What follows belongs to an exercise in optimizing a design on an open flow for small area, a short achievable clock period and few clock cycles; a production flow would make more cautious choices.
Only simulation tests tie the RTL to the original design; equivalence was not proved.
No activity file was given, so power comes from the tool's default toggle rates.

==> design/flow/design.v <==
module asc_core (
    input  wire        clk,
    input  wire        rst,
    input  wire        start,
    input  wire [23:0] prog_len,
    input  wire [15:0] max_steps,
    output wire        busy,
    output reg         done,
    output reg  [1:0]  status,
    output reg  [2:0]  fault_code,
    output wire [23:0] fault_val,
    output wire [23:0] imem_addr,
    input  wire [35:0] imem_data,
    output reg  [23:0] pc,
    output reg  [15:0] tick,
    output wire [47:0] regs,
    output reg         flag_z,
    output reg         flag_c,
    input  wire [6:0]  mem_raddr,
    output wire [11:0] mem_rdata
);
    localparam MEM_CAP = 128;
    localparam ST_HALTED  = 2'd1;
    localparam ST_FAULTED = 2'd2;
    localparam F_ADDRESS     = 3'd4;
    localparam F_CONTROL     = 3'd5;
    localparam F_RESOURCE    = 3'd6;
    localparam F_UNSUPPORTED = 3'd7;
    reg        run;         
    reg        skip_h;      
    reg        skip_r;      
    reg [35:0] ir;          
    reg [11:0] x0, x1, x2, x3;
    reg [11:0] mem [0:MEM_CAP-1];
    assign busy = run;
    assign regs = {x3, x2, x1, x0};
    wire [35:0] w     = ir;
    wire [4:0]  op    = w[35:31];
    wire [3:0]  r     = w[30:27];
    wire        fa    = w[26];
    wire        fb    = w[25];
    wire [11:0] fld_a = w[23:12];
    wire [11:0] fld_b = w[11:0];
    wire        dec_fault;
    wire [2:0]  dec_fcode;
    wire [4:0]  dec_fval;
    asc_decode u_dec (.w(w), .fault(dec_fault), .fcode(dec_fcode), .fval(dec_fval));
    function [11:0] xsel;
        input [1:0]  i;
        input [11:0] r0, r1, r2, r3;
        case (i)
            2'd0: xsel = r0;
            2'd1: xsel = r1;
            2'd2: xsel = r2;
            default: xsel = r3;
        endcase
    endfunction
    wire        rd_r = (op == 5'h0E);
    wire [11:0] xa = xsel(fld_a[1:0], x0, x1, x2, x3);
    wire [11:0] xb = xsel(rd_r ? r[1:0] : fld_b[1:0], x0, x1, x2, x3);
    wire [11:0] xr = xb;
    wire [11:0] va = fa ? fld_a : xa;
    wire [11:0] vb = fb ? fld_b : xb;
    wire [11:0] alu_y;
    wire        alu_z, alu_c;
    asc_alu u_alu (.op(op), .a(va), .b(vb), .y(alu_y), .z(alu_z), .c(alu_c));
    wire is_halt   = (op == 5'h00);
    wire is_alu    = (op >= 5'h01 && op <= 5'h0C);
    wire is_flag   = (op >= 5'h01 && op <= 5'h0A);
    wire is_load   = (op == 5'h0D);
    wire is_store  = (op == 5'h0E);
    wire is_jump   = (op == 5'h0F);
    wire is_jumpif = (op == 5'h10);
    wire is_ls     = is_load | is_store;
    wire is_jmp    = is_jump | is_jumpif;
    wire [23:0] ea     = fa ? w[23:0] : {12'd0, xa};
    wire        ea_bad = fa ? (w[23:7] != 17'd0) : (xa[11:7] != 5'd0);
    reg cond;
    always @* begin
        case (w[30:29])
            2'b00: cond = flag_z;
            2'b01: cond = ~flag_z;
            2'b10: cond = flag_c;
            default: cond = ~flag_c;
        endcase
    end
    wire [23:0] target  = w[23:0];
    wire        taken   = is_jump | (is_jumpif & cond);
    wire [23:0] pc_inc   = pc + 24'd1;
    wire [15:0] tick_inc = tick + 16'd1;
    wire [23:0] npc      = taken ? target : pc_inc;
    wire        npc_out  = (npc >= prog_len);
    wire        tgt_bad  = npc_out;
    assign imem_addr = run ? npc : 24'd0;
    wire exec = run & ~skip_h & ~skip_r;
    wire i_fault = dec_fault
                 | (~is_halt & ~is_alu & ~is_ls & ~is_jmp)      
                 | (is_ls & ea_bad)
                 | (is_jmp & taken & tgt_bad);
    wire i_ok    = ~i_fault & ~is_halt;                        
    wire nx_halt = ~taken & npc_out;
    wire nx_res  = (tick_inc == max_steps);
    wire commit  = exec & i_ok;
    wire ending  = ~exec | ~i_ok | nx_halt | nx_res;
    reg [2:0]  end_code;
    reg [1:0]  end_status;
    always @* begin
        end_status = ST_FAULTED;
        end_code   = 3'd0;
        if (skip_h) begin
            end_status = ST_HALTED;
        end else if (skip_r) begin
            end_code = F_RESOURCE;
        end else if (dec_fault) begin
            end_code = dec_fcode;
        end else if (is_halt) begin
            end_status = ST_HALTED;
        end else if (is_ls & ea_bad) begin
            end_code = F_ADDRESS;
        end else if (is_jmp & taken & tgt_bad) begin
            end_code = F_CONTROL;
        end else if (~is_alu & ~is_ls & ~is_jmp) begin
            end_code = F_UNSUPPORTED;
        end else if (nx_halt) begin
            end_status = ST_HALTED;
        end else begin
            end_code = F_RESOURCE;
        end
    end
    genvar g, h;
    reg  [6:0] ma;
    wire wr_m = exec & is_store & ~dec_fault & ~ea_bad;
    wire [7:0]  npa_e, npa_h, nwa;
    wire [15:0] npb_e, npb_h, nwb;
    generate
        for (g = 0; g < 8; g = g + 1) begin : g_pa
            assign npa_e[g] = ~(run & (ma[2:0] == g));
            assign npa_h[g] = ~(~run & (mem_raddr[2:0] == g));
            assign nwa[g]   = ~((ma[2:0] == g) | rst);
        end
        for (g = 0; g < 16; g = g + 1) begin : g_pb
            assign npb_e[g] = ~(ma[6:3] == g);
            assign npb_h[g] = ~(mem_raddr[6:3] == g);
            assign nwb[g]   = ~(((ma[6:3] == g) & wr_m) | rst);
        end
    endgenerate
    wire [MEM_CAP-1:0] rsel, wsel;
    generate
        for (g = 0; g < 16; g = g + 1) begin : g_row
            for (h = 0; h < 8; h = h + 1) begin : g_col
                asc_o22ai u_r (.a0(npa_h[h]), .a1(npb_h[g]), .b0(npa_e[h]), .b1(npb_e[g]),
                               .y(rsel[8*g+h]));
                asc_nor2 u_w (.a(nwa[h]), .b(nwb[g]), .y(wsel[8*g+h]));
            end
        end
    endgenerate
    wire [11:0] mrd;
    generate
        for (g = 0; g < 12; g = g + 1) begin : g_bit
            wire [127:0] d;
            for (h = 0; h < MEM_CAP; h = h + 1) begin : g_in
                assign d[h] = mem[h][g];
            end
            asc_rdtree u_t (.d(d), .s(rsel), .y(mrd[g]));
        end
    endgenerate
    assign mem_rdata = mrd;
    wire [11:0] mwd = rst ? 12'd0 : xr;
    generate
        for (g = 0; g < MEM_CAP; g = g + 1) begin : g_mem
            always @(posedge clk)
                if (wsel[g])
                    mem[g] <= mwd;
        end
    endgenerate
    wire [11:0] wdata = is_load ? mrd : alu_y;
    wire        wr_x  = exec & ~dec_fault & (is_alu | (is_load & ~ea_bad));
    wire        wr_f  = exec & ~dec_fault & is_flag;
    wire [35:0] nw = imem_data;
    wire [11:0] nxa = (wr_x && r[1:0] == nw[13:12]) ? wdata
                    : xsel(nw[13:12], x0, x1, x2, x3);
    always @(posedge clk)
        if (run ? ~ending : start) begin
            ir <= nw;
            ma <= nw[26] ? nw[6:0] : nxa[6:0];
        end
    assign fault_val = (fault_code == F_ADDRESS) ? ea
                     : (fault_code == F_CONTROL) ? target
                     : (fault_code == F_UNSUPPORTED) ? {19'd0, op}
                     : (fault_code[0] & ~fault_code[2]) ? {19'd0, dec_fval}   
                     : 24'd0;
    always @(posedge clk) begin
        if (rst) begin
            run        <= 1'b0;
            skip_h     <= 1'b0;
            skip_r     <= 1'b0;
            done       <= 1'b0;
            status     <= 2'd0;
            fault_code <= 3'd0;
            pc         <= 24'd0;
            tick       <= 16'd0;
            flag_z     <= 1'b0;
            flag_c     <= 1'b0;
        end else begin
            done <= run & ending;
            if (!run) begin
                if (start) begin
                    run    <= 1'b1;
                    skip_h <= (prog_len == 24'd0);
                    skip_r <= (max_steps == 16'd0);
                    pc     <= 24'd0;
                    tick   <= 16'd0;
                end
            end else begin
                if (ending) begin
                    run        <= 1'b0;
                    status     <= end_status;
                    fault_code <= end_code;
                end
                if (exec)
                    tick <= tick_inc;
                if (commit)
                    pc <= npc;
            end
            if (wr_f) begin
                flag_z <= alu_z;
                flag_c <= alu_c;
            end
        end
    end
    always @(posedge clk) begin
        if (rst) begin
            x0 <= 12'd0;
            x1 <= 12'd0;
            x2 <= 12'd0;
            x3 <= 12'd0;
        end else if (wr_x) begin
            case (r[1:0])
                2'd0: x0 <= wdata;
                2'd1: x1 <= wdata;
                2'd2: x2 <= wdata;
                default: x3 <= wdata;
            endcase
        end
    end
endmodule
module asc_o22ai (input wire a0, a1, b0, b1, output wire y);
    assign y = ~((a0 | a1) & (b0 | b1));
endmodule
module asc_nor2 (input wire a, input wire b, output wire y);
    assign y = ~(a | b);
endmodule
module asc_rdtree (input wire [127:0] d, input wire [127:0] s, output wire y);
    wire [42:0] n;
    wire [10:0] o1;
    genvar k;
    generate
        for (k = 0; k < 42; k = k + 1) begin : g_aoi
            asc_aoi222 u (.a0(d[3*k]), .a1(s[3*k]), .b0(d[3*k+1]), .b1(s[3*k+1]),
                          .c0(d[3*k+2]), .c1(s[3*k+2]), .y(n[k]));
        end
        for (k = 0; k < 10; k = k + 1) begin : g_n4
            asc_nand4 u (.a(n[4*k]), .b(n[4*k+1]), .c(n[4*k+2]), .d(n[4*k+3]), .y(o1[k]));
        end
    endgenerate
    asc_aoi22 u_a (.a0(d[126]), .a1(s[126]), .b0(d[127]), .b1(s[127]), .y(n[42]));
    asc_nand3 u_n3 (.a(n[40]), .b(n[41]), .c(n[42]), .y(o1[10]));
    asc_or11  u_o (.a(o1), .y(y));
endmodule
module asc_or11 (input wire [10:0] a, output wire y);
    assign y = |a;
endmodule
module asc_aoi22 (input wire a0, a1, b0, b1, output wire y);
    assign y = ~((a0 & a1) | (b0 & b1));
endmodule
module asc_aoi222 (input wire a0, a1, b0, b1, c0, c1, output wire y);
    assign y = ~((a0 & a1) | (b0 & b1) | (c0 & c1));
endmodule
module asc_nand4 (input wire a, b, c, d, output wire y);
    assign y = ~(a & b & c & d);
endmodule
module asc_nand3 (input wire a, b, c, output wire y);
    assign y = ~(a & b & c);
endmodule
module asc_decode (
    input  wire [35:0] w,
    output reg         fault,
    output reg  [2:0]  fcode,
    output reg  [4:0]  fval
);
    localparam NUM_REGISTERS = 4;
    localparam F_ILLEGAL   = 3'd1;
    localparam F_MALFORMED = 3'd2;
    localparam F_BADREG    = 3'd3;
    wire [4:0]  op    = w[35:31];
    wire [3:0]  r     = w[30:27];
    wire        fa    = w[26];
    wire        fb    = w[25];
    wire [11:0] fld_a = w[23:12];
    wire [11:0] fld_b = w[11:0];
    wire        f0    = w[24];
    wire is_n  = (op == 5'h00);
    wire is_a2 = (op >= 5'h01 && op <= 5'h05) || (op >= 5'h07 && op <= 5'h0A);
    wire is_a1 = (op == 5'h06) || (op == 5'h0B) || (op == 5'h0C);
    wire is_m  = (op == 5'h0D) || (op == 5'h0E);
    wire is_j  = (op == 5'h0F);
    wire is_jc = (op == 5'h10);
    wire is_k  = (op == 5'h11);
    wire is_c3 = (op >= 5'h12 && op <= 5'h14);
    wire is_q  = (op == 5'h15) || (op == 5'h16);
    wire illegal = (op >= 5'h17);
    wire rsv_bad = (is_a2 & f0)
                 | (is_a1 & (fb | f0 | (fld_b != 12'd0)))
                 | (is_m  & (fb | f0 | (~fa & (fld_b != 12'd0))))
                 | (is_j  & (w[30:24] != 7'd0))
                 | (is_jc & (w[28:24] != 5'd0))
                 | (is_n  & (w[30:0] != 31'd0))
                 | (is_k  & ((w[26:24] != 3'd0) | (fld_b != 12'd0)))
                 | (is_c3 & (w[26:24] != 3'd0));
    wire form_bad = ((op == 5'h0B) & ~fa) | ((op == 5'h0C) & fa);
    wire use_r = is_a2 | is_a1 | is_m | is_k | is_c3 | is_q;
    wire use_a = (is_a2 & ~fa) | ((op == 5'h06) & ~fa) | (op == 5'h0C)
               | (is_m & ~fa) | is_c3 | is_q;
    wire use_b = (is_a2 & ~fb) | is_c3 | is_q;
    wire high_bad = (use_a & (fld_a[11:4] != 8'd0)) | (use_b & (fld_b[11:4] != 8'd0));
    wire mask_bad = (op == 5'h16) & (w[26:24] == 3'd0);
    always @* begin
        fault = 1'b1;
        fcode = F_MALFORMED;
        fval  = 5'd0;
        if (illegal) begin
            fcode = F_ILLEGAL;
            fval  = op;
        end else if (rsv_bad | form_bad | high_bad | mask_bad) begin
            fcode = F_MALFORMED;
        end else if (use_r & (r >= NUM_REGISTERS)) begin
            fcode = F_BADREG;
            fval  = {1'b0, r};
        end else if (use_a & (fld_a[3:0] >= NUM_REGISTERS)) begin
            fcode = F_BADREG;
            fval  = {1'b0, fld_a[3:0]};
        end else if (use_b & (fld_b[3:0] >= NUM_REGISTERS)) begin
            fcode = F_BADREG;
            fval  = {1'b0, fld_b[3:0]};
        end else begin
            fault = 1'b0;
            fcode = 3'd0;
        end
    end
endmodule
module asc_alu (
    input  wire [4:0]  op,
    input  wire [11:0] a,
    input  wire [11:0] b,
    output reg  [11:0] y,
    output reg         z,
    output reg         c
);
    wire is_add = (op == 5'h01) | (op == 5'h02);
    wire is_shl = (op == 5'h07);
    wire is_shr = (op == 5'h08);
    wire is_sar = (op == 5'h09);
    wire is_rol = (op == 5'h0A);
    wire        sub = (op == 5'h02);
    wire [11:0] bx  = b ^ {12{sub}};
    wire [11:0] p   = a ^ bx;
    reg  [12:0] gg, pp, gn, pn;
    integer d, i;
    always @* begin
        gg = {a & bx, sub};
        pp = {p, 1'b0};
        for (d = 1; d < 13; d = d * 2) begin
            for (i = 0; i < 13; i = i + 1) begin
                if (i >= d) begin
                    gn[i] = gg[i] | (pp[i] & gg[i-d]);
                    pn[i] = pp[i] & pp[i-d];
                end else begin
                    gn[i] = gg[i];
                    pn[i] = pp[i];
                end
            end
            gg = gn;
            pp = pn;
        end
    end
    wire [11:0] sum   = p ^ gg[11:0];
    wire        sum_z = &(p ~^ {a[10:0] | bx[10:0], sub});
    wire        hi   = (b[11:4] != 8'd0);
    wire        ge12 = hi | (b[3:2] == 2'b11);
    wire        big  = hi | (b[3:0] > 4'd12);
    wire [3:0]  s    = ge12 ? 4'd12 : b[3:0];
    function [2:0] r3;       
        input [1:0] dg;
        case (dg)
            2'd1: r3 = 3'b010;
            2'd2: r3 = 3'b100;
            default: r3 = 3'b001;
        endcase
    endfunction
    function [2:0] r3add;    
        input [2:0] u, v;
        begin
            r3add[0] = (u[0] & v[0]) | (u[1] & v[2]) | (u[2] & v[1]);
            r3add[1] = (u[0] & v[1]) | (u[1] & v[0]) | (u[2] & v[2]);
            r3add[2] = (u[0] & v[2]) | (u[2] & v[0]) | (u[1] & v[1]);
        end
    endfunction
    wire [2:0] q3 = r3add(r3add(r3(b[3:2]), r3(b[5:4])),
                          r3add(r3add(r3(b[7:6]), r3(b[9:8])), r3(b[11:10])));
    reg [3:0] rl;
    always @* begin
        if (is_rol)
            rl = {q3[2], q3[1], b[1:0]};
        else if (is_shl)
            rl = (s == 4'd12) ? 4'd0 : s;
        else
            rl = (s == 4'd0) ? 4'd0 : 4'd12 - s;
    end
    wire [11:0] r1 = rl[1] ? (rl[0] ? {a[8:0], a[11:9]} : {a[9:0], a[11:10]})
                           : (rl[0] ? {a[10:0], a[11]} : a);
    wire [11:0] rot = rl[3] ? {r1[3:0], r1[11:4]}
                            : (rl[2] ? {r1[7:0], r1[11:8]} : r1);
    reg  [11:0] t_ge, t_lt;
    integer j;
    always @* begin
        for (j = 0; j < 12; j = j + 1) begin
            t_ge[j] = (j >= s);
            t_lt[j] = (11 - j >= s);
        end
    end
    wire [11:0] keep = is_shl ? t_ge : t_lt;
    wire        fill = is_sar & a[11];
    wire [11:0] shf  = (rot & keep) | (~keep & {12{fill}});
    wire        shc  = (s == 4'd0) | (big & ~is_sar) ? 1'b0
                     : (is_shl ? rot[0] : rot[11]);
    wire        shl_z = ~|(a & t_lt);
    wire        shr_z = ~|(a & t_ge);
    always @* begin
        y = 12'd0;
        c = 1'b0;
        z = 1'b0;
        case (op)
            5'h01, 5'h02: begin y = sum; c = gg[12]; z = sum_z; end
            5'h03: begin y = a & b; z = ~|(a & b); end
            5'h04: begin y = a | b; z = ~|(a | b); end
            5'h05: begin y = a ^ b; z = (a == b); end
            5'h06: begin y = ~a; z = &a; end
            5'h07: begin y = shf; c = shc; z = shl_z; end
            5'h08: begin y = shf; c = shc; z = shr_z; end
            5'h09: begin y = shf; c = shc; z = shr_z & ~a[11]; end
            5'h0A: begin y = rot; z = ~|a; end
            default: y = a;               
        endcase
    end
endmodule
==> design/flow/run.sh <==
#!/bin/bash
# synth_recipe.tcl (not shown) runs the flow's synth.tcl, then flattens the netlist and writes it again
# the make line also repeats each setting of config.mk as NAME=value (left out here)
make -C /OpenROAD-flow-scripts/flow DESIGN_CONFIG=/design/flow/config.mk WORK_HOME=/design/flow/orfs CLKGATE_MAP_FILE= SYNTH_SCRIPT=/design/flow/synth_recipe.tcl finish
==> design/flow/config.mk <==
export PLATFORM = sky130hd
export DESIGN_NAME = asc_core
export DESIGN_NICKNAME = asc_core
export VERILOG_FILES = /design/flow/design.v
export SDC_FILE = /design/flow/constraint.sdc
export NUM_CORES = 4
export LEC_CHECK = 0
export CAP_MARGIN = 40
export CORE_MARGIN = 2
export CORE_UTILIZATION = 50
export CTS_CLUSTER_DIAMETER = 120
export CTS_CLUSTER_SIZE = 24
export PLACE_DENSITY = 0.6
export SETUP_SLACK_MARGIN = 3.5
export SLEW_MARGIN = 40
export SYNTH_HIERARCHICAL = 1
==> design/flow/constraint.sdc <==
create_clock -name core_clock -period 10.0 [get_ports {clk}]
set_input_delay 2.0000 -clock core_clock [delete_from_list [all_inputs] [get_ports {clk}]]
set_output_delay 2.0000 -clock core_clock [all_outputs]
set_load 0.01 [all_outputs]
==> flow_summary.toml, run 1 <==
[synthesis]
synth_seq_cells = 1678
ys_types = 95
synth-seq-area-share_pct = 72.3
ys.flop_type = "edfxtp_1"
yosysTopAreaCellShare_pct = 69.4
syn_nets = 4533
syn_avg_cell_area_sq_um = 15.7
syn-cell-area_sq_mm = 0.0683
netlist_instances = 4356
yosysTopAreaCell = "edfxtp_1"
yosysWarnings = 10
synthArstFlopShare_pct = 0
ys_top_cells_by_area = "edfxtp_1 69%, a222oi_1 7.4%, dfxtp_1 2.9%"
synth_edf_count = 1579

[sta]
clock_skew_ns = 0.0714
post-route-period-util_pct = 70.2
rsz0062_at_grt = "yes"
hold_violations = 0
slew_headroom_pct = 35.0
slew_violations = 0
tightest_slew_ns = 0.975
finalSetupViolCount = 0
fmax_mhz = 143
fin_tns_setup_ns = 0
min_period_ns = 7.02

[worst_setup_path]
r2r-end = "ma[1]"
crit_path_end_kind = "output port"
cp.required_ns = 8.00
worst-path-max-fanout = 5
r2r-start = "ir[33]"
worstPathArrival_ns = 5.02
r2r_setup_slack_ns = 3.75
rr_worst_depth = 23
startpoint = "mem_raddr[0]"
path_class = "in -> out"
start_kind = "input port"

[routing]
drc = 0
drtAntennaViolNets = 0
dr.pass1.iters = 14
drt_iter0_markers = 8275
wl_mm = 224
avgRoutedWirePerCell_um = 33.6
via_count = 46600
vias_per_cell = 6.99

[finish]
finish.utilization_pct = 58.9
layout_common_cells = "1579 x edfxtp_1, 507 x a222oi_1, 221 x clkdlybuf4s50_1"
layout.nets = 5030
fin_area_sq_mm = 0.0797
drive_above_1_share_pct = 18.1
area_delta_synth_final_pct = 16.7
n_fill_cell = 10400
seqCellArea_sq_mm = 0.0494
multi_input_area_sq_mm = 0.0201
final_common_cell = "edfxtp_1"

[grt]
grt_max_degree = 96
grt_pass1_wl_mm = 317
grt_usage_pct = 31.2
grt_pass1_vias = 43700
gr-total-overflow = 0
antenna_found_initial = 5

[power]
internal_power_mw = 9.84
switching_share_pct = 23.5
ir_drop_mv = 0.170
power_density_mw_per_mm2 = 161
comb_power_share_pct = 8.8
p_leak_nw = 26.6
p_sw_mw = 3.03
clockPowerShare_pct = 28.8
sequentialPowerShare_pct = 62.4

[clocking]
clock_path_buffers = 3
tritoncts = "built"
cts-htree-levels = 3
ctsHoldBuffers = 0
path_clk_slew_ns = 0.10
cts.sinks = 1678
cts_root_buf = "clkbuf_16"
numCtsBuffers = 81
insertion_delay_ns = 0.76

[min_path]
worstHoldPathType = "reg -> reg"
worstHoldStart = "pc[12]"
hold_path_end = "pc[12]"
hold_depth = 2

[placement]
dp_hpwl_mm = 145
placed_area_sq_mm = 0.0747
port_buffers = 242
gp_congestion = 0.964

[die]
die_h_um = 374
floorplan.initialDensity_pct = 50.4
fp-row-count = 135
fp.dieArea_sq_mm = 0.140
core_area_sq_mm = 0.135
pin_count = 243
die_w_um = 374

[outcome]
status = "finished clean"

[flow_run]
drv_cap = 0
[cell usage after synthesis, types with 52 or more instances]
cell type,n
a21oi_1,136
a222oi_1,507
clkbuf_1,104
dfxtp_1,99
edfxtp_1,1579
ha_1,91
inv_1,103
mux2i_1,77
nand2_1,178
nand3_1,100
nand4_1,154
nor2_1,283
nor4_1,66
o21ai_0,91
o22ai_1,132
xnor2_1,52
[power groups by stage]
stage	clock [mW]	combinational, mW	sequential (mW)
global route	3.97	1.18	8.05
detailed placement	0	0.987	8.19
floorplan	0	0.511	8.14
finish	3.70	1.13	8.03
CTS	3.75	1.09	8.03
global placement	0	0.952	8.19
[Yosys stat by module (local to each module, per instance), excerpt]
module,flops+latches,cells
asc_core,1678,2694
asc_o22ai,0,1
asc_nor2,0,1
asc_nand4,0,1
asc_aoi222,0,1
asc_alu,0,598
asc_aoi22,0,1
asc_nand3,0,1
asc_or11,0,4
asc_decode,0,112
[layer usage]
layer / track usage, % / routed length (um) / vias to the layer above
li1: - / - / 19500
met1: 44.3 / 86700 / 23500
met2: 47.8 / 102000 / 3106
met3: 5.91 / 25100 / 476
met4: 12.7 / 10000 / 2
met5: 0 / 13 / -
[area by class of cell]
cell class	instances	share of cell area, %
clock inverter	5	0.115
antenna	2	0.00628
sequential	1678	61.9
tap	1781	2.79
inverter	105	0.496
clock buffer	107	2.74
multi-input combinational	2442	25.2
timing repair buffer	545	6.65
[worst max path at each step]
stage,end,slack (ns),cells after the start
floorplan,ma[2],3.67,22
global placement,mem_rdata[4],1.13,10
detailed placement,mem_rdata[4],1.35,9
CTS,mem_rdata[2],3.11,13
global route,mem_rdata[2],3.00,15
finish,mem_rdata[10],2.98,14
[through the flow]
step           std cells  hold slack, ns  setup slack (ns)  power (mW)
2_1_floorplan       4356           0.472              3.67        8.65
3_3_place_gp        6410           0.498              1.13        9.14
3_5_place_dp        6417           0.515              1.35        9.17
4_1_cts             6631           0.531              3.11        12.9
5_1_grt             6665           0.547              3.00        13.2
6_report            6665           0.536              2.98        12.9
[sequential cells by signal, summed over array words and instances (netlist names)]
signal and flops:
ir 36, mem 1536, skip_h 1, status 2, flag_c 1, x3 12, fault_code 3, x2 12
done 1, run 1, ma 7, x0 12, flag_z 1, tick 16, skip_r 1, x1 12
pc 24
[worst max-delay path: stages]
cell      delay (ns)
buf_8           0.10
nor2b_4         0.15
buf_6           0.13
nand3_4         0.07
buf_12          0.16
buf_6           0.11
buf_8           0.11
o22ai_2         0.09
buf_6           0.18
a222oi_1        0.37
nand4_1         0.61
nor4_4          0.53
nand3_4         0.20
buf_6           0.17
[logic make-up (layout without fill, tap and decap cells)]
logic type / Yosys count / after routing / share of synthesized area, %
other: 1 / 3 / 0.00549
adder cells (fa/ha/maj): 91 / 91 / 1.67
AND/OR/NAND/NOR: 1035 / 1036 / 7.79
multiplexers: 140 / 140 / 2.68
XOR/XNOR: 75 / 75 / 0.961
flip-flops: 1678 / 1678 / 72.3
buffers and inverters: 238 / 762 / 1.44
AO/OA/AOI/OAI: 1098 / 1099 / 13.2
[repair_timing]
action                     CTS  global route
buffers inserted            95            30
cloned                       7             1
pin swaps                  129            88
setup endpoints to repair   65            44
resized for setup          366            39
Testbench counts, summed over its fixed seeds: cycles 18,311.
==> run 2, diff against run 1 <==
--- a/design/flow/design.v
+++ b/design/flow/design.v
@@ -228,21 +228,11 @@
             end
         end
     end
-    always @(posedge clk) begin
-        if (rst) begin
-            x0 <= 12'd0;
-            x1 <= 12'd0;
-            x2 <= 12'd0;
-            x3 <= 12'd0;
-        end else if (wr_x) begin
-            case (r[1:0])
-                2'd0: x0 <= wdata;
-                2'd1: x1 <= wdata;
-                2'd2: x2 <= wdata;
-                default: x3 <= wdata;
-            endcase
-        end
-    end
+    wire [11:0] xwd = rst ? 12'd0 : wdata;
+    always @(posedge clk) if (rst | (wr_x & (r[1:0] == 2'd0))) x0 <= xwd;
+    always @(posedge clk) if (rst | (wr_x & (r[1:0] == 2'd1))) x1 <= xwd;
+    always @(posedge clk) if (rst | (wr_x & (r[1:0] == 2'd2))) x2 <= xwd;
+    always @(posedge clk) if (rst | (wr_x & (r[1:0] == 2'd3))) x3 <= xwd;
 endmodule
 module asc_o22ai (input wire a0, a1, b0, b1, output wire y);
     assign y = ~((a0 | a1) & (b0 | b1));
@@ -364,24 +354,21 @@
     wire        sub = (op == 5'h02);
     wire [11:0] bx  = b ^ {12{sub}};
     wire [11:0] p   = a ^ bx;
-    reg  [12:0] gg, pp, gn, pn;
+    reg  [12:0] gg, pp;
     integer d, i;
     always @* begin
         gg = {a & bx, sub};
         pp = {p, 1'b0};
-        for (d = 1; d < 13; d = d * 2) begin
-            for (i = 0; i < 13; i = i + 1) begin
-                if (i >= d) begin
-                    gn[i] = gg[i] | (pp[i] & gg[i-d]);
-                    pn[i] = pp[i] & pp[i-d];
-                end else begin
-                    gn[i] = gg[i];
-                    pn[i] = pp[i];
-                end
+        for (d = 1; d < 13; d = d * 2)
+            for (i = 2 * d - 1; i < 13; i = i + 2 * d) begin
+                gg[i] = gg[i] | (pp[i] & gg[i-d]);
+                pp[i] = pp[i] & pp[i-d];
+            end
+        for (d = 4; d >= 1; d = d / 2)
+            for (i = 3 * d - 1; i < 13; i = i + 2 * d) begin
+                gg[i] = gg[i] | (pp[i] & gg[i-d]);
+                pp[i] = pp[i] & pp[i-d];
             end
-            gg = gn;
-            pp = pn;
-        end
     end
     wire [11:0] sum   = p ^ gg[11:0];
     wire        sum_z = &(p ~^ {a[10:0] | bx[10:0], sub});
@@ -433,23 +420,21 @@
     wire [11:0] shf  = (rot & keep) | (~keep & {12{fill}});
     wire        shc  = (s == 4'd0) | (big & ~is_sar) ? 1'b0
                      : (is_shl ? rot[0] : rot[11]);
-    wire        shl_z = ~|(a & t_lt);
-    wire        shr_z = ~|(a & t_ge);
+    reg [11:0] yo;
     always @* begin
-        y = 12'd0;
-        c = 1'b0;
-        z = 1'b0;
+        yo = 12'd0;
+        c  = 1'b0;
         case (op)
-            5'h01, 5'h02: begin y = sum; c = gg[12]; z = sum_z; end
-            5'h03: begin y = a & b; z = ~|(a & b); end
-            5'h04: begin y = a | b; z = ~|(a | b); end
-            5'h05: begin y = a ^ b; z = (a == b); end
-            5'h06: begin y = ~a; z = &a; end
-            5'h07: begin y = shf; c = shc; z = shl_z; end
-            5'h08: begin y = shf; c = shc; z = shr_z; end
-            5'h09: begin y = shf; c = shc; z = shr_z & ~a[11]; end
-            5'h0A: begin y = rot; z = ~|a; end
-            default: y = a;               
+            5'h01, 5'h02: c = gg[12];
+            5'h03: yo = a & bx;
+            5'h04: yo = p | (a & bx);
+            5'h05: yo = p;
+            5'h06: yo = ~a;
+            5'h07, 5'h08, 5'h09: begin yo = shf; c = shc; end
+            5'h0A: yo = rot;
+            default: yo = a;               
         endcase
+        y = is_add ? sum : yo;
+        z = is_add ? sum_z : (yo == 12'd0);
     end
 endmodule
==> design/flow/flow/run.sh (new file) <==
#!/bin/bash


# Each make run writes its full output to a log of its own here.
set -euo pipefail
bash standard.sh synth > make_synth.log 2>&1
bash standard.sh "BUFFER_PORTS_ARGS=-buffer_cell sky130_fd_sc_hd__buf_1" \
    finish > make_layout.log 2>&1
==> design/flow/standard.sh (new file) <==
#!/bin/bash
# synth_recipe.tcl (not shown) runs the flow's synth.tcl, then flattens the netlist and writes it again
# the make line also repeats each setting of config.mk as NAME=value (left out here)
make -C /OpenROAD-flow-scripts/flow DESIGN_CONFIG=/design/flow/config.mk WORK_HOME=/design/flow/orfs CLKGATE_MAP_FILE= SYNTH_SCRIPT=/design/flow/synth_recipe.tcl "${@:-finish}"
==> design/flow/config.mk (replaced) <==
export PLATFORM = sky130hd
export DESIGN_NAME = asc_core
export DESIGN_NICKNAME = asc_core
export VERILOG_FILES = /design/flow/design.v
export SDC_FILE = /design/flow/constraint.sdc
export NUM_CORES = 4
export LEC_CHECK = 0
export CAP_MARGIN = 10
export CORE_MARGIN = 2
export CORE_UTILIZATION = 60
export CTS_CLUSTER_DIAMETER = 120
export CTS_CLUSTER_SIZE = 24
export PLACE_DENSITY = 0.7
export SETUP_SLACK_MARGIN = 3.5
export SLEW_MARGIN = 10
export SYNTH_HIERARCHICAL = 1
removed: design/flow/run.sh
==> flow_summary.toml, run 2 <==
[sta]
finalSetupViolCount = 0
min_period_ns = 7.05
slew_violations = 0
post-route-period-util_pct = 70.5
slew_headroom_pct = 9.67
fin_tns_setup_ns = 0
tightest_slew_ns = 1.35
hold_violations = 0
rsz0062_at_grt = "yes"
fmax_mhz = 142
clock_skew_ns = 0.0375

[synthesis]
yosysWarnings = 10
synth_edf_count = 1627
yosysTopAreaCellShare_pct = 72.2
netlist_instances = 4258
ys.flop_type = "edfxtp_1"
syn_nets = 4418
ys_types = 106
synth_common_cells = "1627 x edfxtp_1, 507 x a222oi_1, 253 x nor2_1"
synth.most_common_cell = "edfxtp_1"
syn-cell-area_sq_mm = 0.0676
synthArstFlopShare_pct = 0
yosysTopAreaCell = "edfxtp_1"
synth-seq-area-share_pct = 73.8
ys_top_cells_by_area = "edfxtp_1 72%, a222oi_1 7.5%, dfxtp_1 1.5%"
syn_avg_cell_area_sq_um = 15.9
synth_seq_cells = 1678

[clocking]
cts.sinks = 1678
numCtsBuffers = 80
insertion_delay_ns = 0.71
cts_root_buf = "clkbuf_16"
cts-htree-levels = 3
clock_path_buffers = 3
path_clk_slew_ns = 0.10
tritoncts = "built"

[routing]
met1_length_mm = 73.8
via_count = 46300
highest_layer = "met4"
drc = 0
avgRoutedWirePerCell_um = 33.3
drt_iter0_markers = 9295
wl_met3_mm = 29.5
drtAntennaViolNets = 0
wl_met2_mm = 94.0
wl_mm = 208
vias_per_cell = 7.42
dr.pass1.iters = 15

[finish]
n_fill_cell = 7549
final_common_cell = "edfxtp_1"
drive_above_1_share_pct = 13.7
fin_area_sq_mm = 0.0761
layout_common_cells = "1627 x edfxtp_1, 507 x a222oi_1, 225 x buf_1"
layout.nets = 4877
top_register = "mem"
area_delta_synth_final_pct = 12.5
reg_top3 = "mem (1536), ir (36), pc (24)"
largest_register_ffs = 1536

[min_path]
hold_path_end = "status[1]"
worstHoldPathType = "reg -> reg"
worstHoldStart = "status[1]"
hold_depth = 2

[die]
fp-row-count = 123
core_area_sq_mm = 0.112
fp.dieArea_sq_mm = 0.115
die_h_um = 340
floorplan.initialDensity_pct = 60.3
die_w_um = 340
pin_count = 243

[placement]
dp_hpwl_mm = 136
gp_congestion = 1.03
placed_area_sq_mm = 0.0713
port_buffers = 242

[worst_setup_path]
worstPathArrival_ns = 5.05
worst-path-max-fanout = 9
startpoint = "ma[0]"
worstPathBufferInverterCount = 3
rr_worst_depth = 11
r2r_setup_slack_ns = 3.45
start_kind = "register"
crit_path_end_kind = "output port"
crit_slowest_cell = "nand3_1"
cp.required_ns = 8.00
cp_cell_sequence = "nor2b_1 > nand3_1 > buf_4 > o22ai_4 > buf_6 > a222oi_1 > nand4_1 > nor4_4 > nand3_4 > clkbuf_2"
r2r-end = "mem[98][10]"
slowest_delay_ns = 0.73
r2r-start = "ir[25]"
path_class = "reg -> out"
cp_num_cells = 10
cpLargestDelayFamily = "simple AND/OR/NAND/NOR gates"

[grt]
grt_pass1_vias = 42800
grt_max_degree = 100
antenna_found_initial = 0
grt_usage_pct = 35.3
gr-total-overflow = 0
grt_pass1_wl_mm = 297

[flow_run]
drv_cap = 0

[power]
p_leak_nw = 25.2
power_density_mw_per_mm2 = 179
ir_drop_mv = 0.171

[outcome]
status = "finished clean"
-- run 2: routing by layer --
metal  track usage (%)  up-vias
li1                  -    19100
met1              49.1    22800
met2              54.0     3878
met3              8.75      592
met4              14.3        0
met5             0.204        -
-- run 2: power by group --
group / internal [mW] / leakage (nW) / switching [mW] / total, mW
logic: 0.374 / 7.94 / 1.08 / 1.46
clock network: 1.52 / 1.08 / 2.10 / 3.61
registers: 8.35 / 16.2 / 0.194 / 8.55
total: 10.2 / 25.2 / 3.37 / 13.6
-- run 2: worst max-delay path by stage --
stage          slack [ns]           end
5_1_grt              3.08  mem_rdata[3]
4_1_cts              3.27  mem_rdata[6]
3_5_place_dp         1.72  mem_rdata[7]
2_1_floorplan        3.59     mem[0][0]
6_report             2.95  mem_rdata[3]
3_3_place_gp         1.74  mem_rdata[7]
-- run 2: per-module statistics from Yosys, one instance, submodules excluded, a selection --
module | cell area, sq um | flip-flops and latches | cells inside
asc_o22ai | 6.26 | 0 | 1
asc_core | 55900 | 1678 | 2702
asc_nand4 | 6.26 | 0 | 1
asc_decode | 747 | 0 | 115
asc_or11 | 22.5 | 0 | 4
asc_nor2 | 3.75 | 0 | 1
-- run 2: cell type report --
type	count	area, sq um	share of cell area [%]
tap	1500	1880	2.47
antenna	2	5.00	0.00658
clock inverter	6	105	0.138
multi-input combinational	2361	18500	24.4
sequential	1678	49900	65.5
inverter	109	409	0.538
clock buffer	99	2120	2.78
timing repair buffer	487	3160	4.16
-- run 2: worst min-delay path: stages (launching register included) --
cell and delay (ns):
dfxtp_1 0.33, nand2_1 0.05, o22ai_1 0.06
-- run 2: repair_timing --
action                                 4_1_cts  5_1_grt
setup endpoints to repair                   69      319
endpoints found under the hold margin        0        0
gates resized for setup                    298       79
setup buffers                               65       17
cloned                                       5        1
hold buffers                                 0        0
pin swaps                                  140       45
-- run 2: kinds of logic (layout without fill, tap and decap cells) --
kind of cell | Yosys count | count (layout) | share of synthesized area (%)
multiplexers | 89 | 89 | 1.72
buffers and inverters | 220 | 701 | 1.36
XOR/XNOR | 75 | 75 | 0.971
flip-flops | 1678 | 1678 | 73.8
AO/OA/AOI/OAI | 1065 | 1066 | 12.8
AND/OR/NAND/NOR | 1055 | 1055 | 7.93
other | 1 | 3 | 0.00554
adder cells (fa/ha/maj) | 75 | 75 | 1.45
-- run 2: through the flow --
step	hold slack [ns]	utilization, %	total power [mW]	setup WS (ns)	std cells
2_1_floorplan	0.488	-	9.35	3.59	4258
3_3_place_gp	0.458	63.5	9.94	1.74	6044
3_5_place_dp	0.470	63.5	9.98	1.72	6045
4_1_cts	0.488	67.4	13.6	3.27	6220
5_1_grt	0.507	67.8	14.0	3.08	6240
6_report	0.484	67.8	13.6	2.95	6242
Testbench counts of run 2, summed over its fixed seeds: cycles 18,311.
==> run 3, diff against run 2 <==
--- a/design/flow/design.v
+++ b/design/flow/design.v
@@ -180,10 +180,10 @@
     wire [11:0] nxa = (wr_x && r[1:0] == nw[13:12]) ? wdata
                     : xsel(nw[13:12], x0, x1, x2, x3);
     always @(posedge clk)
-        if (run ? ~ending : start) begin
+        if (run ? ~ending : start)
             ir <= nw;
-            ma <= nw[26] ? nw[6:0] : nxa[6:0];
-        end
+    always @(posedge clk)
+        ma <= nw[26] ? nw[6:0] : nxa[6:0];
     assign fault_val = (fault_code == F_ADDRESS) ? ea
                      : (fault_code == F_CONTROL) ? target
                      : (fault_code == F_UNSUPPORTED) ? {19'd0, op}
==> design/flow/flow/run.sh (replaced) <==
#!/bin/bash
set -euo pipefail
bash standard.sh synth > make_synth.log 2>&1
bash standard.sh "BUFFER_PORTS_ARGS=-buffer_cell sky130_fd_sc_hd__buf_1" \
    finish > make_layout.log 2>&1
==> flow_summary.toml, run 3 <==
[die]
floorplan.initialDensity_pct = 60.3
fp-row-count = 123
die_h_um = 340
core_area_sq_mm = 0.112
die_w_um = 340
fp.dieArea_sq_mm = 0.115
pin_count = 243

[worst_setup_path]
rr_worst_depth = 11
path_common_cell = "buf_6"
r2r-start = "ir[26]"
crit_path_end_kind = "output port"
cp.required_ns = 8.00
path_class = "in -> out"
r2r_setup_slack_ns = 3.62
cpLargestDelayFamily = "simple AND/OR/NAND/NOR gates"
slowest_delay_ns = 0.70
worstPathArrival_ns = 5.06
worstPathBufferInverterCount = 4
crit_slowest_cell = "nor4_4"
r2r-end = "mem[42][3]"
worst-path-max-fanout = 6
cp_cell_sequence = "buf_6 > nor2b_4 > nand3_4 > buf_12 > o22ai_4 > buf_6 > a222oi_1 > nand4_1 > nor4_4 > nand3_4 > buf_6"
start_kind = "input port"

[clocking]
cts-htree-levels = 3
cts_root_buf = "clkbuf_16"
path_clk_slew_ns = 0.10
ctsHoldBuffers = 0
tritoncts = "built"
insertion_delay_ns = 0.71
numCtsBuffers = 80
clock_path_buffers = 3
cts.sinks = 1678

[routing]
drc = 0
drt_iter0_markers = 9819
via_count = 46700
vias_per_cell = 7.40
dr.pass1.iters = 15
avgRoutedWirePerCell_um = 33.4
drtAntennaViolNets = 0
wl_mm = 211

[min_path]
worstHoldPathType = "reg -> reg"
worstHoldStart = "status[1]"
hold_depth = 2
hold_path_end = "status[1]"

[power]
power_density_mw_per_mm2 = 178
totalPowerFinal_mw = 13.8
ir_drop_mv = 0.143
p_leak_nw = 25.5

[finish]
area_delta_synth_final_pct = 14.2
layout.nets = 4946
multi_input_area_sq_mm = 0.0191
n_fill_cell = 7435
top_register = "mem"
reg_top3 = "mem (1536), ir (36), pc (24)"
finish.utilization_pct = 68.9
layout_common_cells = "1620 x edfxtp_1, 507 x a222oi_1, 257 x buf_4"
largest_register_ffs = 1536
final_common_cell = "edfxtp_1"
seqCellArea_sq_mm = 0.0498
drive_above_1_share_pct = 15.8

[synthesis]
netlist_instances = 4252
yosysTopAreaCell = "edfxtp_1"
ys_types = 108
syn_nets = 4412
synth-seq-area-share_pct = 73.6
ys_top_cells_by_area = "edfxtp_1 72%, a222oi_1 7.5%, dfxtp_1 1.7%"
synthArstFlopShare_pct = 0
syn_avg_cell_area_sq_um = 15.9
yosysTopAreaCellShare_pct = 71.9
synth_edf_count = 1620
ys.flop_type = "edfxtp_1"
synth_common_cells = "1620 x edfxtp_1, 507 x a222oi_1, 270 x nor2_1"
syn-cell-area_sq_mm = 0.0677
synth_seq_cells = 1678
synth.most_common_cell = "edfxtp_1"
yosysWarnings = 10

[placement]
dp_hpwl_mm = 135
gp_congestion = 0.976
port_buffers = 242

[grt]
grt_max_degree = 97
grt_pass1_vias = 43500
gr-total-overflow = 0
grt_usage_pct = 35.7
antenna_found_initial = 6
grt_pass1_wl_mm = 302

[sta]
tightest_slew_ns = 1.52
min_period_ns = 7.06
fin_tns_setup_ns = 0
fmax_mhz = 142
post-route-period-util_pct = 70.6
slew_violations = 9
finalSetupViolCount = 0
hold_violations = 0
clock_skew_ns = 0.0436
rsz0062_at_grt = "yes"
slew_headroom_pct = -1.65

[outcome]
check.faults = "max-capacitance violations, max-slew violations"
status = "failed layout checks"

[flow_run]
drv_cap = 1
[run 3: power breakdown]
group / switching [mW] / internal (mW)
Sequential: 0.210 / 8.37
Clock: 2.09 / 1.53
Combinational: 1.16 / 0.423
Total: 3.46 / 10.3
[run 3: layout make-up]
cell class                 count  share of cell area [%]
clock buffer                 102                    2.78
tap                         1500                    2.43
inverter                      93                   0.452
antenna                        2                 0.00648
sequential                  1678                    64.5
multi-input combinational   2369                    24.7
clock inverter                 6                  0.0761
timing repair buffer         564                    5.11
[run 3: modules after synthesis, one instance, submodules excluded, excerpt]
module      cells inside  copies in the design
asc_alu              489                     1
asc_aoi22              1                    12
asc_aoi222             1                   504
asc_core            2698                     1
asc_decode           113                     1
asc_nand3              1                    12
asc_o22ai              1                   128
asc_or11               4                    12
[run 3: how the worst max path moves through the flow]
stage | start | end | depth (start not counted)
after floorplan | rst | mem[0][0] | 4
after global placement | mem_raddr[0] | mem_rdata[11] | 9
after detailed placement | mem_raddr[0] | mem_rdata[11] | 9
final | mem_raddr[0] | mem_rdata[11] | 11
after CTS | mem_raddr[3] | mem_rdata[11] | 9
after global routing | mem_raddr[0] | mem_rdata[11] | 11
[run 3: kinds of logic after synthesis]
family | Yosys count | share of synthesized area, %
xor+xnor | 72 | 0.932
compound gates | 1092 | 13.2
fa+ha+maj | 74 | 1.43
other cells | 1 | 0.00554
buf+inv | 207 | 1.24
flops | 1678 | 73.6
mux | 98 | 1.85
simple gates | 1030 | 7.74
[run 3: metal layers]
layer | wire (um) | global-route usage (%) | up-vias
met3 | 28900 | 8.02 | 595
li1 | - | - | 19300
met1 | 74200 | 49.4 | 23000
met4 | 10700 | 15.7 | 8
met5 | 49 | 0 | -
met2 | 97300 | 54.9 | 3783
[run 3: worst min-delay path, cell delays in order, from the launching register on]
cell and delay (ns):
dfxtp_1 0.32, inv_1 0.05, o32ai_1 0.05
[run 3: repair_timing]
| action | in CTS | in global routing |
|---|---|---|
| buffers inserted | 116 | 44 |
| gates cloned | 2 | 3 |
| hold endpoints to repair | 0 | 0 |
| pin swaps | 141 | 85 |
| endpoints found under the setup margin | 69 | 395 |
| gates resized for setup | 327 | 97 |
[run 3: metrics by stage]
stage	hold WS (ns)	cells	setup slack (ns)	instance area [sq um]
2_1_floorplan	0.476	4252	3.64	67700
3_3_place_gp	0.453	6033	1.53	71300
3_5_place_dp	0.450	6033	1.34	71300
4_1_cts	0.465	6259	3.21	76400
5_1_grt	0.494	6314	3.04	77200
6_report	0.462	6314	2.94	77200
Testbench counts of run 3, summed over its fixed seeds: cycles 18,311.
==> run 4, diff against run 3 <==
--- a/design/flow/config.mk
+++ b/design/flow/config.mk
@@ -7,10 +7,10 @@
 export LEC_CHECK = 0
 export CAP_MARGIN = 10
 export CORE_MARGIN = 2
-export CORE_UTILIZATION = 60
+export CORE_UTILIZATION = 50
 export CTS_CLUSTER_DIAMETER = 120
 export CTS_CLUSTER_SIZE = 24
-export PLACE_DENSITY = 0.7
+export PLACE_DENSITY = 0.6
 export SETUP_SLACK_MARGIN = 3.5
 export SLEW_MARGIN = 10
 export SYNTH_HIERARCHICAL = 1
==> flow_summary.toml, run 4 <==
[min_path]
worstHoldStart = "status[1]"
hold_depth = 2
hold_path_end = "status[1]"
worstHoldPathType = "reg -> reg"

[placement]
dp_hpwl_mm = 139
port_buffers = 242
gp_congestion = 0.961
dp_cells = 6356
placed_area_sq_mm = 0.0721

[grt]
grt-busiest-layer = "met2"
grt_pass1_vias = 42400
gr-total-overflow = 0
use_met3_pct = 6.79
antenna_found_initial = 6
grt_pass1_wl_mm = 304
grtUsageMet1_pct = 42.6
grt_max_degree = 93
grt_usage_pct = 30.5
grtUsageMet2_pct = 47.1

[routing]
vias_per_cell = 6.97
avgRoutedWirePerCell_um = 33.0
drtAntennaViolNets = 0
via_count = 45800
wl_mm = 217
drc = 0
dr.pass1.iters = 14
drt_iter0_markers = 8154

[clocking]
clock_path_buffers = 3
cts.sinks = 1678
numCtsBuffers = 80
insertion_delay_ns = 0.74
cts_root_buf = "clkbuf_16"
path_clk_slew_ns = 0.10
tritoncts = "built"
cts-htree-levels = 3

[power]
p_leak_nw = 25.2
ir_drop_mv = 0.126
power_density_mw_per_mm2 = 179

[synthesis]
synth-seq-area-share_pct = 73.6
synth_compound_area_share_pct = 13.2
synth_top_family_by_area = "compound AO/OA/AOI/OAI gates"
synthArstFlopShare_pct = 0
yosysWarnings = 10
synth_adder_area_share_pct = 1.43
syn-cell-area_sq_mm = 0.0677
syn_avg_cell_area_sq_um = 15.9
synth_edf_count = 1620
synth_xor_area_share_pct = 0.932
synth.most_common_cell = "edfxtp_1"
yosysTopAreaCellShare_pct = 71.9
yosysTopAreaCell = "edfxtp_1"
ys.flop_type = "edfxtp_1"
netlist_instances = 4252
syn_nets = 4412
ys_types = 108
ys_top_cells_by_area = "edfxtp_1 72%, a222oi_1 7.5%, dfxtp_1 1.7%"
synth_seq_cells = 1678
synth_common_cells = "1620 x edfxtp_1, 507 x a222oi_1, 270 x nor2_1"
synth_mux_area_share_pct = 1.85
synthSimpleGateAreaFrac_pct = 7.74

[sta]
slew_violations = 0
tightest_slew_ns = 1.32
fmax_mhz = 142
slew_headroom_pct = 12.2
rsz0062_at_grt = "yes"
post-route-period-util_pct = 70.2
min_period_ns = 7.02
timing.hold.ws_ns = 0.464
fin_tns_setup_ns = 0
finalSetupViolCount = 0
hold_violations = 0
clock_skew_ns = 0.0437

[worst_setup_path]
cp.required_ns = 8.00
r2r_setup_slack_ns = 3.63
r2r-start = "ir[11]"
r2r-end = "mem[73][4]"
path_class = "in -> out"
worst-path-max-fanout = 11
worstPathArrival_ns = 5.02
start_kind = "input port"
crit_path_end_kind = "output port"
rr_worst_depth = 11

[finish]
n_fill_cell = 10500
fin_cells = 6569
reg_top3 = "mem (1536), ir (36), pc (24)"
largest_register_ffs = 1536
final_common_cell = "edfxtp_1"
layout.nets = 4940
fin_area_sq_mm = 0.0769
layout_common_cells = "1620 x edfxtp_1, 507 x a222oi_1, 267 x buf_4"
area_delta_synth_final_pct = 13.7
top_register = "mem"
drive_above_1_share_pct = 15.2

[die]
die_h_um = 372
die_w_um = 372
fp-row-count = 134
pin_count = 243
core_area_sq_mm = 0.134
floorplan.initialDensity_pct = 50.5
fp.dieArea_sq_mm = 0.138

[flow_run]
drv_cap = 0

[outcome]
status = "finished clean"
-- run 4: cell counts after synthesis --
Identical to the previous run, type by type.
-- run 4: cells by family (layout without fill, tap and decap cells) --
group | count (synthesis) | in the layout
flops | 1678 | 1678
other cells | 1 | 5
fa+ha+maj | 74 | 74
mux | 98 | 98
buf+inv | 207 | 751
compound gates | 1092 | 1093
xor+xnor | 72 | 72
simple gates | 1030 | 1030
-- run 4: worst max path at each step --
| stage | start | endpoint | slack, ns | depth (start not counted) |
|---|---|---|---|---|
| 2_1_floorplan | rst | mem[0][0] | 3.64 | 4 |
| 3_3_place_gp | mem_raddr[2] | mem_rdata[7] | 1.94 | 11 |
| 3_5_place_dp | mem_raddr[0] | mem_rdata[7] | 1.98 | 11 |
| 4_1_cts | mem_raddr[0] | mem_rdata[7] | 3.18 | 13 |
| 5_1_grt | mem_raddr[1] | mem_rdata[7] | 3.03 | 12 |
| 6_report | mem_raddr[0] | mem_rdata[11] | 2.98 | 14 |
-- run 4: Yosys stat by module (local to each module, per instance), excerpt --
module	flops+latches	cell area, sq um	copies in the design	cells
asc_o22ai	0	6.26	128	1
asc_nand3	0	5.00	12	1
asc_aoi222	0	10.0	504	1
asc_nand4	0	6.26	120	1
asc_aoi22	0	12.5	12	1
asc_decode	0	773	1	113
asc_or11	0	22.5	12	4
asc_nor2	0	3.75	128	1
-- run 4: worst max-delay path: stages --
cell and delay, ns:
buf_8 0.10, nor2b_4 0.16, nand2_4 0.11, buf_12 0.14, buf_4 0.11, buf_4 0.10
o22ai_1 0.14, buf_4 0.25, a222oi_1 0.57, nand4_1 0.39, nor4_4 0.35, buf_4 0.22
nand3_4 0.16, buf_1 0.19
-- run 4: final cells by class --
type                       count  area [sq um]  share of cell area [%]
sequential                  1678         49800                    64.7
multi-input combinational   2368         18700                    24.3
timing repair buffer         559          3710                    4.83
tap                         1768          2210                    2.88
clock buffer                  91          2040                    2.66
inverter                      93           349                   0.454
clock inverter                 8           120                   0.156
antenna                        4          10.0                  0.0130
-- run 4: what timing repair did --
item	in CTS	in global routing
endpoints found under the hold margin	0	0
pin swaps	99	75
gates cloned	4	3
gates resized for setup	256	104
hold buffers	0	0
buffers inserted	53	49
setup endpoints to repair	69	332
-- run 4: where the power goes --
part           switching (mW)  internal (mW)  leakage (nW)
clock network            2.13           1.48          1.05
registers               0.188           8.37          16.2
logic                    1.17          0.410          7.97
-- run 4: per-layer routing --
layer / wire length [um] / vias up
met5: 25 / -
met4: 9080 / 4
met3: 25000 / 410
met2: 99100 / 3029
met1: 83400 / 23100
li1: - / 19200
-- run 4: through the flow --
stage	worst slack (ns)	utilization (%)	power, mW
2_1_floorplan	3.64	-	9.40
3_3_place_gp	1.94	53.8	10.1
3_5_place_dp	1.98	53.8	10.1
4_1_cts	3.18	56.8	13.7
5_1_grt	3.03	57.4	14.1
6_report	2.98	57.4	13.8
==> run 5, diff against run 4 <==
--- a/design/flow/config.mk
+++ b/design/flow/config.mk
@@ -7,10 +7,10 @@
 export LEC_CHECK = 0
 export CAP_MARGIN = 10
 export CORE_MARGIN = 2
-export CORE_UTILIZATION = 50
+export CORE_UTILIZATION = 45
 export CTS_CLUSTER_DIAMETER = 120
 export CTS_CLUSTER_SIZE = 24
-export PLACE_DENSITY = 0.6
+export PLACE_DENSITY = 0.55
 export SETUP_SLACK_MARGIN = 3.5
 export SLEW_MARGIN = 10
 export SYNTH_HIERARCHICAL = 1
==> flow_summary.toml, run 5 <==
[grt]
grt_usage_pct = 29.0
grtUsageMet1_pct = 41.1
grt_max_degree = 93
grt-busiest-layer = "met2"
antenna_found_initial = 7
grt_pass1_vias = 43300
grt_pass1_wl_mm = 320
use_met3_pct = 4.54
grtUsageMet2_pct = 46.1
gr-total-overflow = 0

[worst_setup_path]
start_kind = "input port"
crit_slowest_cell = "nand4_1"
slowest_delay_ns = 0.59
crit_path_end_kind = "output port"
r2r_setup_slack_ns = 3.57
path_common_cell = "buf_12"
startpoint = "mem_raddr[2]"
worstPathArrival_ns = 4.97
path_class = "in -> out"
worst-path-max-fanout = 4
r2r-start = "ir[32]"
cp_cell_sequence = "buf_12 > nor2b_4 > nand2_4 > buf_12 > o22ai_4 > buf_4 > buf_2 > a222oi_1 > nand4_1 > nor4_4 > nand3_4 > buf_6"
cp.required_ns = 8.00

[synthesis]
synthArstFlopShare_pct = 0
yosysTopAreaCellShare_pct = 71.9
synth_common_cells = "1620 x edfxtp_1, 507 x a222oi_1, 270 x nor2_1"
synth_seq_cells = 1678
ys_types = 108
yosysWarnings = 10
syn-cell-area_sq_mm = 0.0677
syn_nets = 4412
netlist_instances = 4252
syn_avg_cell_area_sq_um = 15.9
synth_edf_count = 1620
yosysTopAreaCell = "edfxtp_1"
ys.flop_type = "edfxtp_1"
ys_top_cells_by_area = "edfxtp_1 72%, a222oi_1 7.5%, dfxtp_1 1.7%"
synth.most_common_cell = "edfxtp_1"
synth-seq-area-share_pct = 73.6

[die]
core_area_sq_mm = 0.150
fp-row-count = 142
pin_count = 243
die_w_um = 392
die_h_um = 392
fp.dieArea_sq_mm = 0.153
floorplan.initialDensity_pct = 45.2

[finish]
reg_top3 = "mem (1536), ir (36), pc (24)"
largest_register_ffs = 1536
layout.nets = 4959
fin_area_sq_mm = 0.0776
layout_common_cells = "1620 x edfxtp_1, 507 x a222oi_1, 282 x buf_4"
area_delta_synth_final_pct = 14.7
drive_above_1_share_pct = 15.3
top_register = "mem"
final_common_cell = "edfxtp_1"

[sta]
min_period_ns = 6.97
finalSetupViolCount = 0
fin_tns_setup_ns = 0
fmax_mhz = 144
tightest_slew_ns = 1.35
hold_violations = 0
clock_skew_ns = 0.0436
rsz0062_at_grt = "yes"
slew_headroom_pct = 9.81
post-route-period-util_pct = 69.7
timing.hold.ws_ns = 0.481
slew_violations = 0

[routing]
avgRoutedWirePerCell_um = 33.3
dr.pass1.iters = 14
wl_mm = 228
via_count = 46200
vias_per_cell = 6.75
drc = 0
drtAntennaViolNets = 0
drt_iter0_markers = 8176

[placement]
placed_area_sq_mm = 0.0723
dp_hpwl_mm = 150
gp_congestion = 0.937
port_buffers = 242

[clocking]
numCtsBuffers = 80
cts_root_buf = "clkbuf_16"
cts.sinks = 1678
tritoncts = "built"
insertion_delay_ns = 0.75
cts-htree-levels = 3
clock_path_buffers = 3
path_clk_slew_ns = 0.10

[power]
power_density_mw_per_mm2 = 178
p_leak_nw = 25.5
ir_drop_mv = 0.141

[outcome]
status = "finished clean"

[min_path]
worstHoldStart = "status[1]"
worstHoldPathType = "reg -> reg"

[flow_run]
drv_cap = 0
run 5: layout make-up:
class / count / area, sq um
antenna: 3 / 7.51
clock buffer: 98 / 2070
clock inverter: 9 / 119
fill: 12400 / 72000
inverter: 93 / 349
multi-input combinational: 2368 / 18800
sequential: 1678 / 49800
tap: 2016 / 2520
timing repair buffer: 578 / 3940
run 5: worst max-delay path: cells and delay by family:
family | cells | cell delay (ns)
simple gates | 5 | 1.52
buf+inv | 5 | 0.77
compound gates | 2 | 0.66
run 5: metrics by stage:
step | instances | power, mW | setup slack [ns] | util, %
after global placement | 6583 | 10.1 | 1.50 | 48.3
after global routing | 6842 | 14.2 | 3.04 | 51.9
after CTS | 6796 | 13.8 | 3.17 | 51.4
final | 6843 | 13.8 | 3.03 | 51.9
after floorplan | 4252 | 9.40 | 3.64 | -
after detailed placement | 6586 | 10.1 | 1.56 | 48.3
run 5: logic make-up after synthesis:
family	count (synthesis)	synth area share, %
fa+ha+maj	74	1.43
other cells	1	0.00554
simple gates	1030	7.74
compound gates	1092	13.2
buf+inv	207	1.24
mux	98	1.85
flops	1678	73.6
xor+xnor	72	0.932
run 5: worst paths after layout:
| check | to | cells after the start |
|---|---|---|
| setup / recovery | mem_rdata[5] | 12 |
| hold / removal | status[1] | 2 |
| setup reg to reg | mem[15][11] | 12 |
| hold reg to reg | status[1] | 2 |
run 5: timing repair:
action,CTS,global route
gates resized for setup,304,66
cloned,4,1
hold buffers,0,0
pin swaps,118,61
buffers inserted,99,41
endpoints found under the setup margin,69,198
run 5: modules after synthesis, one instance, submodules excluded, excerpt:
module	area, sq um	flops+latches
asc_aoi222	10.0	0
asc_or11	22.5	0
asc_nand4	6.26	0
asc_aoi22	12.5	0
asc_core	55900	1678
asc_nor2	3.75	0
run 5: per-layer routing:
| metal | vias up | share of wire (%) |
|---|---|---|
| li1 | 19300 | - |
| met1 | 23700 | 40 |
| met2 | 2797 | 47 |
| met3 | 371 | 10 |
| met4 | 8 | 3.5 |
| met5 | - | 0.024 |
run 5: report_power, final:
| group | internal [mW] | total [mW] | switching (mW) | leakage, nW |
|---|---|---|---|---|
| sequential | 8.37 | 8.58 | 0.201 | 16.2 |
| clock | 1.49 | 3.64 | 2.16 | 1.06 |
| combinational | 0.415 | 1.59 | 1.17 | 8.17 |
| total | 10.3 | 13.8 | 3.53 | 25.5 |
==> run 6, diff against run 5 <==
--- a/design/flow/config.mk
+++ b/design/flow/config.mk
@@ -8,8 +8,8 @@
 export CAP_MARGIN = 10
 export CORE_MARGIN = 2
 export CORE_UTILIZATION = 45
-export CTS_CLUSTER_DIAMETER = 120
-export CTS_CLUSTER_SIZE = 24
+export CTS_CLUSTER_DIAMETER = 100
+export CTS_CLUSTER_SIZE = 30
 export PLACE_DENSITY = 0.55
 export SETUP_SLACK_MARGIN = 3.5
 export SLEW_MARGIN = 10
==> flow_summary.toml, run 6 <==
[outcome]
status = "finished clean"

[synthesis]
ys_top_cells_by_area = "edfxtp_1 72%, a222oi_1 7.5%, dfxtp_1 1.7%"
yosysWarnings = 10
synth_adder_area_share_pct = 1.43
syn-cell-area_sq_mm = 0.0677
synth.most_common_cell = "edfxtp_1"
synth_compound_area_share_pct = 13.2
ys.flop_type = "edfxtp_1"
netlist_instances = 4252
yosysTopAreaCellShare_pct = 71.9
synth_top_family_by_area = "compound AO/OA/AOI/OAI gates"
synthSimpleGateAreaFrac_pct = 7.74
synth_xor_area_share_pct = 0.932
yosysTopAreaCell = "edfxtp_1"
synth-seq-area-share_pct = 73.6
synth_mux_area_share_pct = 1.85
syn_nets = 4412
ys_types = 108
syn_avg_cell_area_sq_um = 15.9
synth_common_cells = "1620 x edfxtp_1, 507 x a222oi_1, 270 x nor2_1"
synth_seq_cells = 1678
synthArstFlopShare_pct = 0
synth_edf_count = 1620

[finish]
top_register = "mem"
drive_above_1_share_pct = 14.6
fin_cells = 6812
area_delta_synth_final_pct = 14.1
reg_top3 = "mem (1536), ir (36), pc (24)"
layout_common_cells = "1620 x edfxtp_1, 507 x a222oi_1, 262 x buf_4"
final_common_cell = "edfxtp_1"
layout.nets = 4928
largest_register_ffs = 1536

[grt]
grt_max_degree = 93
grt_usage_pct = 29.1
gr-total-overflow = 0
antenna_found_initial = 9
grt_pass1_wl_mm = 321
grt_pass1_vias = 43300

[flow_run]
drv_cap = 0

[min_path]
worstHoldStart = "status[1]"
hold_depth = 2
worstHoldPathType = "reg -> reg"
hold_path_end = "status[1]"

[power]
switching_share_pct = 25.7
sequentialPowerShare_pct = 62.7
internal_power_mw = 10.2
power_density_mw_per_mm2 = 177
p_leak_nw = 25.3
p_sw_mw = 3.52
totalPowerFinal_mw = 13.7
ir_drop_mv = 0.134
comb_power_share_pct = 11.6
clockPowerShare_pct = 25.7

[die]
floorplan.initialDensity_pct = 45.2
fp-row-count = 142
core_area_sq_mm = 0.150
die_h_um = 392
fp.dieArea_sq_mm = 0.153
die_w_um = 392
pin_count = 243

[worst_setup_path]
path_class = "in -> out"
crit_path_end_kind = "output port"
rr_worst_depth = 12
start_kind = "input port"
worst-path-max-fanout = 12
worstPathArrival_ns = 4.95
r2r_setup_slack_ns = 3.47
cp.required_ns = 8.00
r2r-start = "ir[32]"
r2r-end = "mem[12][3]"

[placement]
port_buffers = 242
gp_congestion = 0.937
dp_cells = 6586
dp_hpwl_mm = 150

[sta]
slew_headroom_pct = 11.2
min_period_ns = 6.95
hold_violations = 0
fin_tns_setup_ns = 0
rsz0062_at_grt = "yes"
tightest_slew_ns = 1.33
post-route-period-util_pct = 69.5
finalSetupViolCount = 0
fmax_mhz = 144
slew_violations = 0
clock_skew_ns = 0.0692

[routing]
drc = 0
via_count = 45900
wl_mm = 228
drt_iter0_markers = 8293
drtAntennaViolNets = 0
vias_per_cell = 6.73
dr.pass1.iters = 14
avgRoutedWirePerCell_um = 33.5

[clocking]
path_clk_slew_ns = 0.11
cts_root_buf = "clkbuf_16"
clock_path_buffers = 3
numCtsBuffers = 69
cts.sinks = 1678
tritoncts = "built"
insertion_delay_ns = 0.74
cts-htree-levels = 3
## run 6: cell counts after synthesis
No cell type changed its count.
## run 6: cells by family after synthesis
kind of cell / Yosys count
other cells: 1
buf+inv: 207
mux: 98
xor+xnor: 72
fa+ha+maj: 74
compound gates: 1092
flops: 1678
simple gates: 1030
## run 6: power by group through the flow
stage / registers (mW) / clock network [mW] / logic, mW
floorplan: 8.67 / 0 / 0.734
global route: 8.62 / 3.79 / 1.66
finish: 8.57 / 3.52 / 1.58
detailed placement: 8.73 / 0 / 1.41
global placement: 8.72 / 0 / 1.40
CTS: 8.57 / 3.58 / 1.54
## run 6: stage by stage
stage | worst slack, ns | area, sq um | util, % | hold slack, ns
3_3_place_gp | 1.50 | 72300 | 48.3 | 0.454
5_1_grt | 3.06 | 77200 | 51.6 | 0.500
3_5_place_dp | 1.56 | 72300 | 48.3 | 0.455
6_report | 3.05 | 77200 | 51.6 | 0.485
4_1_cts | 3.12 | 76800 | 51.3 | 0.475
2_1_floorplan | 3.64 | 67700 | - | 0.476
## run 6: final cells by class
cell class	count	area (sq um)
sequential	1678	49800
antenna	3	7.51
fill	12500	72400
timing repair buffer	558	3820
clock inverter	16	256
clock buffer	80	1770
inverter	93	349
multi-input combinational	2368	18700
tap	2016	2520
## run 6: timing repair
action / in CTS / in global routing
pin swaps: 113 / 58
setup buffers: 100 / 19
hold endpoints to repair: 0 / 0
gates cloned: 5 / 2
hold buffers: 0 / 0
gates resized for setup: 294 / 50
setup endpoints to repair: 69 / 81
## run 6: worst max-delay path, cell delays in order
cell and delay [ns]:
buf_4 0.16, nor2b_4 0.17, nand3_2 0.34, o22ai_4 0.25, a222oi_1 0.64, nand4_1 0.36, nor4_4 0.58, nand3_2 0.14
buf_6 0.17, buf_6 0.12
## run 6: metal layers
metal  GRT usage (%)  vias to the layer above  share of wire [%]
met5               0                        -              0.036
li1                -                    19200                  -
met1            41.0                    23500                 40
met2            46.0                     2743                 47
met4            9.48                       12                3.6
met3            4.89                      375                 10
## run 6: Yosys stat by module, one instance, submodules excluded, a selection
module      cells inside  flops+latches
asc_core            2698           1678
asc_nand4              1              0
asc_or11               4              0
asc_nor2               1              0
asc_alu              489              0
asc_aoi222             1              0
asc_aoi22              1              0
asc_nand3              1              0
asc_o22ai              1              0
## run 6: worst max-delay path by stage
stage / from / cells after the start / slack (ns) / endpoint
6_report: mem_raddr[3] / 10 / 3.05 / mem_rdata[1]
3_5_place_dp: mem_raddr[2] / 10 / 1.56 / mem_rdata[9]
4_1_cts: mem_raddr[2] / 11 / 3.12 / mem_rdata[0]
3_3_place_gp: mem_raddr[2] / 9 / 1.50 / mem_rdata[5]
2_1_floorplan: rst / 4 / 3.64 / mem[0][0]
5_1_grt: mem_raddr[2] / 12 / 3.06 / mem_rdata[1]

==> static timing again, ports no longer ideal <==
Ports are ideal in the flow. The routed layouts listed here were re-timed in OpenROAD. Step 1 sets driving cells, clkbuf_16 on the clock port and buf_2 on the other inputs (assumed; they add their load-dependent delay and slew). Step 2, shift: input delay + t, output delay - t, t = (earliest + latest rising clock arrival at the registers) / 2. This alone moves slack from input paths to output paths. a / b / c = no drivers / after step 1 / after step 2; a / b = the first two.
| run | t, ns | setup WS [ns] | worst setup path at the end | worst register clock-pin slew, ns | worst data-port slew with drivers (ns) |
|---|---|---|---|---|---|
| run 1 | 0.810 | 2.984 / 2.946 / 2.946 | input to output | 0.11 / 0.11 | 0.12 |
| run 2 | 0.772 | 2.948 / 2.870 / 2.914 | input to output | 0.10 / 0.10 | 0.15 |
| run 3 | 0.774 | 2.943 / 2.857 / 2.857 | input to output | 0.11 / 0.11 | 0.14 |
| run 4 | 0.800 | 2.981 / 2.934 / 2.934 | input to output | 0.11 / 0.11 | 0.14 |
| run 5 | 0.811 | 3.035 / 2.918 / 2.918 | input to output | 0.10 / 0.10 | 0.17 |
| run 6 | 0.784 | 3.054 / 2.948 / 2.948 | input to output | 0.12 / 0.12 | 0.16 |
The setup slack of run 5, which loses most, moves by -0.117 ns with the drivers and by -0.117 ns with both steps.
